Source: an optimization exercise on an open RTL-to-GDS flow (aim: small area, a short achievable clock period and few clock cycles). Production flows keep margins and buffers that such runs may drop.
Function was checked by simulation only, so behaviour that the tests miss may differ from the original.

## main
Design hmac_sha256, start of the top module:
module hmac_sha256 (
    input  wire         clk,
    input  wire         rst,           
    input  wire         start,         
    input  wire         mode,          
    input  wire [511:0] key,           
    input  wire         in_valid,
    output wire         in_ready,
    input  wire [31:0]  in_data,       
    input  wire         in_last,
    input  wire [2:0]   in_nbytes,     
    output wire [255:0] mac,
    output wire         mac_valid
);
Settings: LEC_CHECK=0, CAP_MARGIN=20, CORE_MARGIN=2, CORE_UTILIZATION=40, SLEW_MARGIN=20, TNS_END_PERCENT=10; clock period 10.0 ns.
standard.sh (not shown) runs the stock make flow with config.mk's settings and CLKGATE_MAP_FILE= SYNTH_SCRIPT=/design/flow/synth_recipe.tcl, a recipe that flattens the netlist after the stock synthesis.
==> flow/flow/run.sh <==
#!/bin/bash
set -euo pipefail
export SETUP_SLACK_MARGIN=6.0
export BUFFER_PORTS_ARGS="-buffer_cell sky130_fd_sc_hd__buf_1"
bash standard.sh > standard.log 2>&1
Testbench counts of main, summed over its fixed seeds: cycles 73,769.
Input-level comparison between the feature branch and main:
- setting CTS_BUF_LIST to sky130_fd_sc_hd__clkbuf_8 for the first time
- changing CORE_UTILIZATION from 40 to 45
==> flow/flow/run.sh <==
#!/bin/bash
set -euo pipefail
export SETUP_SLACK_MARGIN=5.7
export BUFFER_PORTS_ARGS="-buffer_cell sky130_fd_sc_hd__buf_1"
bash standard.sh > standard.log 2>&1
==> comparison <==
Any difference in final-report setup violation count between the feature branch and main is small enough to ignore.
The detailed placement HPWL of the feature branch was superior to that of main.
For the detailed-route vias per instance, the feature branch came in 0.17 higher than main did.
Diff main -> the feature branch | vertical extent of the die | decrease of about 6%
The die area reported for the feature branch is smaller than that of main by 11%.
Total area of multi-input combinational cells essentially unchanged between the feature branch and main.
Compared with main, in the feature branch count of plain and timing-repair buffers now smaller; fmax decreased 2.5 MHz.
The feature branch vs main, type of the worst setup path: reg2out vs reg2reg

========
== before ==
hmac_sha256, a different RTL version from the one above (not shown whole).
For scale: roughly 7300 cells after synthesis, ~810 I/O pins, about 0.077 mm^2 of cells after synthesis.
clock: 10.0 ns
lec_check: 0
cap_margin: 20
core_margin: 2
core_utilization: 40
slew_margin: 20
tns_end_percent: 10
==> flow/flow/run.sh <==
#!/bin/bash
set -euo pipefail
export SETUP_SLACK_MARGIN=5.5
export BUFFER_PORTS_ARGS="-buffer_cell sky130_fd_sc_hd__buf_1"
bash standard.sh > standard.log 2>&1
before: flow completed, timing, DRC and antenna clean
Testbench counts of before, summed over its fixed seeds: cycles 73,769.
Setup changes, before to after
# before
export LEC_CHECK = 0
export CAP_MARGIN = 20
export CORE_MARGIN = 2
export CORE_UTILIZATION = 40
export SLEW_MARGIN = 20
export TNS_END_PERCENT = 10
create_clock -name core_clock -period 10.0 [get_ports {clk}]
# after
export LEC_CHECK = 0
export CAP_MARGIN = 20
export CORE_MARGIN = 2
export CORE_UTILIZATION = 40
export SETUP_SLACK_MARGIN = 5
export SLEW_MARGIN = 20
create_clock -name core_clock -period 10.0 [get_ports {clk}]
==> flow/run.sh (new file) <==
#!/bin/bash
# synth_recipe.tcl (not shown) runs the flow's synth.tcl, then flattens the netlist and writes it again
# the make line also repeats each setting of config.mk as NAME=value (left out here)
make -C /OpenROAD-flow-scripts/flow DESIGN_CONFIG=/design/flow/config.mk WORK_HOME=/design/flow/orfs CLKGATE_MAP_FILE= SYNTH_SCRIPT=/design/flow/synth_recipe.tcl finish
removed: flow/flow/run.sh
removed: flow/standard.sh
Notes after the runs:
On routed metal-1 wire length, the lower figure sits with after, not before. Fmax: higher on before. In the metrics for before and after, the one carrying the lower fraction of area in registers is after. | relative area of non-clock buffer cells in the final design | lower: before |. Worst setup slack before clock tree synthesis: after worse than before. Of the two values seen for worst setup path startpoint, cnt[1] was produced by after and cnt[0] by before.

========
hmac_sha256, a different RTL version from the one above (not shown whole).
Size in the first run: about 7300 cells after synthesis, about 1700 flip-flops, ~810 I/O pins, about 78000 um2 of cells after synthesis.
export LEC_CHECK = 0
export CAP_MARGIN = 20
export CORE_MARGIN = 2
export CORE_UTILIZATION = 40
export SLEW_MARGIN = 20
export TNS_END_PERCENT = 10
create_clock -name core_clock -period 10.0 [get_ports {clk}]
==> flow/flow/run.sh <==
#!/bin/bash
set -euo pipefail
export SETUP_SLACK_MARGIN=5.5
export BUFFER_PORTS_ARGS="-buffer_cell sky130_fd_sc_hd__buf_1"
bash standard.sh > standard.log 2>&1
Testbench counts at the start, summed over its fixed seeds: cycles 73,769.
Edit:
==> flow/flow/run.sh (replaced) <==
#!/bin/bash
set -euo pipefail
export SETUP_SLACK_MARGIN=5.8
export BUFFER_PORTS_ARGS="-buffer_cell sky130_fd_sc_hd__buf_1"
bash standard.sh > standard.log 2>&1
Effect: Sequential cell count stays the same.
Edit:
CAP_MARGIN = 30   (was 20)
Final area is about the same.
Core utilization is about the same.
Register-to-register slack hardly moves.
Edit:
==> flow/flow/run.sh (replaced) <==
#!/bin/bash
set -euo pipefail
export SETUP_SLACK_MARGIN=5.5
export BUFFER_PORTS_ARGS="-buffer_cell sky130_fd_sc_hd__buf_1"
bash standard.sh > standard.log 2>&1
CAP_MARGIN = 20   (was 30)
CORE_UTILIZATION = 45   (was 40)
CTS_BUF_LIST = sky130_fd_sc_hd__clkbuf_8   (was default)
What happened: Routed wire length fell by 2.7%; flip-flop and latch count stays the same; synthesized area stays the same; worst hold slack got worse by 11 ps; design area fell by 2.2%.

[port drivers added, routing unchanged]
No port has a modelled driver above. Below, the same layouts with a new extraction and two added sets of constraints.
Step 1 (the two cells are an assumption about what drives the block):
set clk [get_ports {clk}]
set_driving_cell -lib_cell sky130_fd_sc_hd__clkbuf_16 $clk
set_driving_cell -lib_cell sky130_fd_sc_hd__buf_2 [delete_from_list [all_inputs] $clk]
Step 2, shift: input delay + t, output delay - t, t = (earliest + latest rising clock arrival at the registers) / 2. This alone moves slack from input paths to output paths.
a / b / c = no drivers / after step 1 / after step 2; a / b = the first two.
run | t, ns | slack for setup (ns) | clock arrival spread, ns | worst register clock-pin slew, ns
main | 0.931 | 4.965 / 4.965 / 4.327 | 0.080 / 0.080 | 0.07 / 0.07
the feature branch | 1.123 | 4.900 / 4.807 / 4.297 | 0.112 / 0.112 | 0.08 / 0.08
before | 0.942 | 5.017 / 5.017 / 4.526 | 0.095 / 0.095 | 0.08 / 0.08
after | 0.936 | 4.795 / 4.795 / 4.174 | 0.051 / 0.051 | 0.07 / 0.07
the first run of note 3 | 0.953 | 5.399 / 5.479 / 4.526 | 0.053 / 0.054 | 0.07 / 0.07
the second run of note 3 | 0.951 | 5.485 / 5.485 / 4.762 | 0.059 / 0.059 | 0.07 / 0.07
the third run of note 3 | 0.938 | 5.493 / 5.493 / 4.715 | 0.053 / 0.053 | 0.07 / 0.07
the fourth run of note 3 | 1.126 | 5.328 / 5.328 / 4.339 | 0.103 / 0.104 | 0.07 / 0.07
After both steps setup and hold are still met in every run listed. For the fourth run of note 3, which loses most, drivers alone change the setup slack by 0.000 ns; drivers and shift together by -0.989 ns.
